Context: an optimization exercise on an open-source flow, tuned for small area. The choices shown serve that exercise and are no tape-out recipe. Only simulation tests tie the RTL to the original design; equivalence was not proved.

==> flow/design.v (excerpt) <==
module aht25_engine (
    input  wire        clk,
    input  wire        rst,             
    input  wire        ev_connect,
    input  wire        ev_read,
    input  wire        ev_write,
    input  wire        ev_disconnect,
    input  wire [6:0]  address,
    input  wire        write_intent,    
    input  wire [7:0]  data,
    input  wire [31:0] hum,             
    input  wire [31:0] temp,            
    output reg         ack,
    output reg  [7:0]  rdata
);
    localparam [7:0] STATUS = 8'h18;
    reg        measuring;
    reg [2:0]  read_index;
    reg [1:0]  write_index;
    reg        prefix_ok;       
    reg [18:0] raw_h;           
    reg [21:0] temp_m;          
    wire [24:0] hum_x  = hum[23] ? {1'b1, hum[22:0], 1'b0} : {2'b01, hum[22:0]};
    wire [24:0] temp_x = {4'b0001, temp_m[21:1]};
    wire [24:0] div_x  = ev_read ? temp_x : hum_x;
    wire        div_c  = ev_read & temp_m[0];
    wire [19:0] div_q;
    aht25_convert u_convert (
        .x (div_x),
        .c (div_c),
        .q (div_q)
    );
    wire [17:0] raw_t = div_q[17:0];
    wire [7:0]  crc;
    aht25_crc8 u_crc (
        .h   (raw_h),
        .t   (raw_t),
        .crc (crc)
    );
    reg [7:0] frame_byte;
    always @(*) begin
        case (read_index)
            3'd1:    frame_byte = {1'b1, raw_h[18:12]};
            3'd2:    frame_byte = raw_h[11:4];
            3'd3:    frame_byte = {raw_h[3:0], 2'b01, raw_t[17:16]};
            3'd4:    frame_byte = raw_t[15:8];
            3'd5:    frame_byte = raw_t[7:0];
            3'd6:    frame_byte = crc;
            default: frame_byte = STATUS;
        endcase
    end
    wire trigger = (write_index == 2'd2) && prefix_ok && (data == 8'h33);
    always @(posedge clk) begin
  ...
Size: about 640 cells after synthesis, about 57 flip-flops, ~95 I/O pins.
Settings: LEC_CHECK=0, ABC_AREA=1, CAP_MARGIN=20, CORE_MARGIN=2, CORE_UTILIZATION=40, SLEW_MARGIN=20; clock period 30.0 ns.
standard.sh (not shown) runs the stock make flow with config.mk's settings and CLKGATE_MAP_FILE= SYNTH_SCRIPT=/design/flow/synth_recipe.tcl, a recipe that flattens the netlist after the stock synthesis.
==> flow/flow/run.sh <==
#!/bin/bash
# Layout flow: the standard flow, with two changes:
#  - synthesis maps the logic with an area-oriented ABC script (flow/area.abc) in place of
#    ORFS's; everything else in synthesis (and so every register) is as synth_recipe.tcl makes it;
#  - the port buffers are sky130_fd_sc_hd__buf_1.
# Each tool's output is in orfs/logs/; make's own output is in flow.log.
set -euo pipefail
W=$(pwd)
cat > "$W/area_synth.tcl" <<TCL
proc abc {args} {
  set i [lsearch -exact \$args -script]
  if {\$i >= 0} { lset args [expr {\$i + 1}] {$W/flow/area.abc} }
  yosys abc {*}\$args
}
source {$W/synth_recipe.tcl}
TCL
sed "s#SYNTH_SCRIPT=[^ ]*#SYNTH_SCRIPT=$W/area_synth.tcl#" "$W/standard.sh" > "$W/area_standard.sh"
bash "$W/area_standard.sh" "BUFFER_PORTS_ARGS=-buffer_cell sky130_fd_sc_hd__buf_1" finish > "$W/flow.log" 2>&1
==> flow/flow/area.abc <==
strash
&get -n
&st
&dch -f
&nf -a -R 1000
&st
&syn2
&dch -f
&nf -a -R 1000
&put
The first run completed without violations.
Rerun with:
CTS_BUF_LIST = sky130_fd_sc_hd__clkbuf_4   (was unset)
CTS_CLUSTER_SIZE = 8   (was unset)
GPL_TIMING_DRIVEN = 0   (was unset)
After rerunning: Hold slack improves by 0.0033 ns. Non-clock buffer count shrinks by 2. Maximum frequency barely changes. Synthesized cell count stays the same. Area after synthesis stays the same. First-iteration DRC count climbs by 21%. Core utilization decreases by 0.59 points. Cell area fell by 1.2%. Clock skew rises by 0.0072 ns.
Rerun with:
CTS_BUF_LIST = sky130_fd_sc_hd__clkbuf_4 sky130_fd_sc_hd__clkbuf_8   (was sky130_fd_sc_hd__clkbuf_4)
CTS_CLUSTER_SIZE = 10   (was 8)
Outcome: The new run passed the timing, DRC and antenna checks; cell area came out higher by 1.1%; first-iteration DRC count fell by 11%; synthesized cell count does not change; final cell count hardly moves; global-route usage stays flat; wire length goes up by 0.85%; synthesized area does not change; core utilization went up by 0.54 points.
Rerun with:
GPL_TIMING_DRIVEN = unset   (was 0)
The new run finished with timing, DRC and antenna clean.
Maximum frequency hardly moves.
Setup slack is better by 0.037 ns.
Clock skew came out higher by 0.0039 ns.
Die area stays the same.
Worst hold slack hardly moves.

========
== wip/indigo ==
aht25_engine, a different RTL version from the one above (not shown whole).
Size: about 580 cells after synthesis, ~57 flip-flops, roughly 95 I/O pins, about 5000 µm² of cells after synthesis.
export LEC_CHECK = 0
export ABC_AREA = 1
export CAP_MARGIN = 20
export CORE_MARGIN = 2
export CORE_UTILIZATION = 40
export CTS_BUF_LIST = sky130_fd_sc_hd__clkbuf_4 sky130_fd_sc_hd__clkbuf_8
export CTS_CLUSTER_SIZE = 10
export SLEW_MARGIN = 20
create_clock -name core_clock -period 30.0 [get_ports {clk}]
==> flow/flow/run.sh <==
#!/bin/bash
# Layout flow: the standard flow (standard.sh), with two changes:
#  - synthesis maps the logic with area-oriented ABC scripts (flow/abc_*.abc) in place of
#    ORFS's abc_area.script: each is run on the same netlist and the smallest result is kept.
#    Everything else in synthesis, and so every register, is as synth_recipe.tcl makes it.
#  - the port buffers are sky130_fd_sc_hd__buf_1;
#  - make variables listed in flow/make_args.txt, if any, are added to the make command.
# Each tool's output is in orfs/logs/ (synthesis: orfs/logs/.../1_2_yosys.log, which also
# lists each script's area); make's own output is in flow.log.
set -euo pipefail
W=$(pwd)
cat > "$W/area_synth.tcl" <<TCL
set ::area_scripts [lsort [glob {$W/flow/abc_*.abc}]]
proc abc {args} {
  set i [lsearch -exact \$args -script]
  set li [lsearch -exact \$args -liberty]
  set lib [lindex \$args [expr {\$li + 1}]]
  design -save area_pre_abc
  set best_area ""
  set best_script ""
  foreach s \$::area_scripts {
    design -load area_pre_abc
    set a \$args
    lset a [expr {\$i + 1}] \$s
    yosys abc {*}\$a
    yosys tee -q -o {$W/abc_stat.txt} stat -liberty \$lib
    set f [open {$W/abc_stat.txt}]
    set txt [read \$f]
    close \$f
    regexp {Chip area for module '[^']*': ([0-9.]+)} \$txt -> area
    puts "area_synth: \$s gives \$area"
    if {\$best_area eq "" || \$area < \$best_area} {
      set best_area \$area
      set best_script \$s
      design -save area_best
    }
  }
  design -load area_best
  puts "area_synth: kept \$best_script (\$best_area)"
}
source {$W/synth_recipe.tcl}
TCL
sed "s#SYNTH_SCRIPT=[^ ]*#SYNTH_SCRIPT=$W/area_synth.tcl#" "$W/standard.sh" > "$W/area_standard.sh"
ARGS=("BUFFER_PORTS_ARGS=-buffer_cell sky130_fd_sc_hd__buf_1")
# further make variables, one per line
if [[ -f "$W/flow/make_args.txt" ]]; then
  while IFS= read -r line; do [[ -n "$line" ]] && ARGS+=("$line"); done < "$W/flow/make_args.txt"
fi
bash "$W/area_standard.sh" "${ARGS[@]}" finish > "$W/flow.log" 2>&1
==> flow/flow/abc_deep1.abc <==
strash
&get -n
&st
&deepsyn -T 60 -S 2
&dch -f
&nf -a -R 1000
&put
==> flow/flow/make_args.txt <==
CTS_ARGS=-sink_clustering_enable -repair_clock_nets -buf_list {sky130_fd_sc_hd__clkbuf_8 sky130_fd_sc_hd__clkbuf_16} -root_buf sky130_fd_sc_hd__clkbuf_8 -sink_clustering_size 30 -sink_clustering_max_diameter 300 -sink_clustering_levels 1 -dont_use_dummy_load
Every stage of the flow completed for wip/indigo, and the final layout passed the timing, DRC and antenna checks.
### wip/indigo -> wip/harbor
# wip/indigo
export LEC_CHECK = 0
export ABC_AREA = 1
export CAP_MARGIN = 20
export CORE_MARGIN = 2
export CORE_UTILIZATION = 40
export CTS_BUF_LIST = sky130_fd_sc_hd__clkbuf_4 sky130_fd_sc_hd__clkbuf_8
export CTS_CLUSTER_SIZE = 10
export SLEW_MARGIN = 20
create_clock -name core_clock -period 30.0 [get_ports {clk}]
# wip/harbor
export LEC_CHECK = 0
export ABC_AREA = 1
export CAP_MARGIN = 20
export CORE_MARGIN = 2
export CORE_UTILIZATION = 60
export CTS_BUF_LIST = sky130_fd_sc_hd__clkbuf_4 sky130_fd_sc_hd__clkbuf_8
export CTS_CLUSTER_SIZE = 10
export GPL_TIMING_DRIVEN = 0
export SLEW_MARGIN = 20
create_clock -name core_clock -period 30.0 [get_ports {clk}]
==> flow/flow/make_args.txt <==
CTS_ARGS=-sink_clustering_enable -repair_clock_nets -buf_list {sky130_fd_sc_hd__clkbuf_4 sky130_fd_sc_hd__clkbuf_8} -sink_clustering_size 20 -dont_use_dummy_load
Results
Run comparison: wip/harbor timing startpoint of the critical path hum[23]; wip/indigo timing startpoint of the critical path ev_read
The synthesis-to-layout area growth on wip/indigo is in line with that on wip/harbor.
Going from wip/indigo to wip/harbor, core occupancy in the finished layout now larger; number of detailed-route iterations in the first pass now smaller; routed wire length now smaller.
Relative to wip/harbor, the following input files were edited for wip/fjord:
# wip/harbor
export LEC_CHECK = 0
export ABC_AREA = 1
export CAP_MARGIN = 20
export CORE_MARGIN = 2
export CORE_UTILIZATION = 60
export CTS_BUF_LIST = sky130_fd_sc_hd__clkbuf_4 sky130_fd_sc_hd__clkbuf_8
export CTS_CLUSTER_SIZE = 10
export GPL_TIMING_DRIVEN = 0
export SLEW_MARGIN = 20
create_clock -name core_clock -period 30.0 [get_ports {clk}]
# wip/fjord
export LEC_CHECK = 0
export ABC_AREA = 1
export CAP_MARGIN = 20
export CORE_MARGIN = 2
export CORE_UTILIZATION = 40
export CTS_BUF_LIST = sky130_fd_sc_hd__clkbuf_4 sky130_fd_sc_hd__clkbuf_8
export CTS_CLUSTER_SIZE = 10
export SLEW_MARGIN = 20
create_clock -name core_clock -period 30.0 [get_ports {clk}]
Notes after the runs:
- wip/fjord has horizontal die dimension above what wip/harbor had.
- [compare] base=wip/harbor new=wip/fjord: footprint of the flip-flops and latches held steady; worst setup slack grew by 0.21 ns; area of placed instances grew by about 3%; non-clock buffer count grew by 7.
- The lower cell depth of the worst flop-to-flop path came out of wip/harbor.
Input changes introduced in wip/zinc (baseline for comparison: wip/fjord):
==> flow/flow/make_args.txt <==
CTS_ARGS=-repair_clock_nets -buf_list {sky130_fd_sc_hd__clkbuf_8} -root_buf sky130_fd_sc_hd__clkbuf_8 -dont_use_dummy_load
Notes after the runs:
- The minimum setup slack in the final design was comparable across wip/zinc and wip/fjord.
- Diff wip/zinc..wip/fjord | number of global-route vias before repair | negligible
- Diff wip/fjord..wip/zinc | final sequential cell count | unchanged
- Comparing wip/fjord against wip/zinc, there is no change at all in number of cells produced by synthesis.
- Any difference in via count normalized by instance count between wip/zinc and wip/fjord is small enough to ignore.

-- what the ideal ports hide --
The flow's constraints put no driver on any port. The routed layouts listed below were extracted and timed again, unchanged, in two steps. Step 1: set_driving_cell puts a clkbuf_16 on clk and a buf_2 on each other input, an assumption about the parent block. Step 2 also shifts input and output timing later by t, the mid clock arrival at the registers, as if the neighbouring blocks saw the same clock. Slacks: ideal ports / drivers / drivers and shift; pairs: ideal ports / drivers.
run | t (ns) | slack for setup (ns) | worst setup path after step 2 | latest minus earliest clock arrival (ns) | slew at the worst register clock pin (ns)
the first run of note 1 | 0.368 | 2.065 / 2.085 / 1.717 | input to register | 0.011 / 0.011 | 0.05 / 0.05
the second run of note 1 | 0.457 | 2.042 / 2.051 / 1.594 | input to register | 0.019 / 0.018 | 0.11 / 0.11
the third run of note 1 | 0.394 | 1.997 / 2.009 / 1.615 | input to register | 0.010 / 0.010 | 0.07 / 0.07
the fourth run of note 1 | 0.383 | 2.034 / 2.049 / 1.666 | input to register | 0.014 / 0.014 | 0.07 / 0.07
wip/indigo | 0.373 | 2.321 / 2.326 / 1.953 | input to register | 0.023 / 0.022 | 0.07 / 0.07
wip/harbor | 0.357 | 2.112 / 2.111 / 1.754 | input to register | 0.016 / 0.016 | 0.07 / 0.07
wip/fjord | 0.373 | 2.321 / 2.326 / 1.953 | input to register | 0.023 / 0.022 | 0.07 / 0.07
wip/zinc | 0.373 | 2.321 / 2.326 / 1.953 | input to register | 0.023 / 0.022 | 0.07 / 0.07
After both steps every run listed still meets setup and hold. The setup slack of the second run of note 1, which loses most, moves by +0.009 ns with the drivers and by -0.448 ns with both steps.
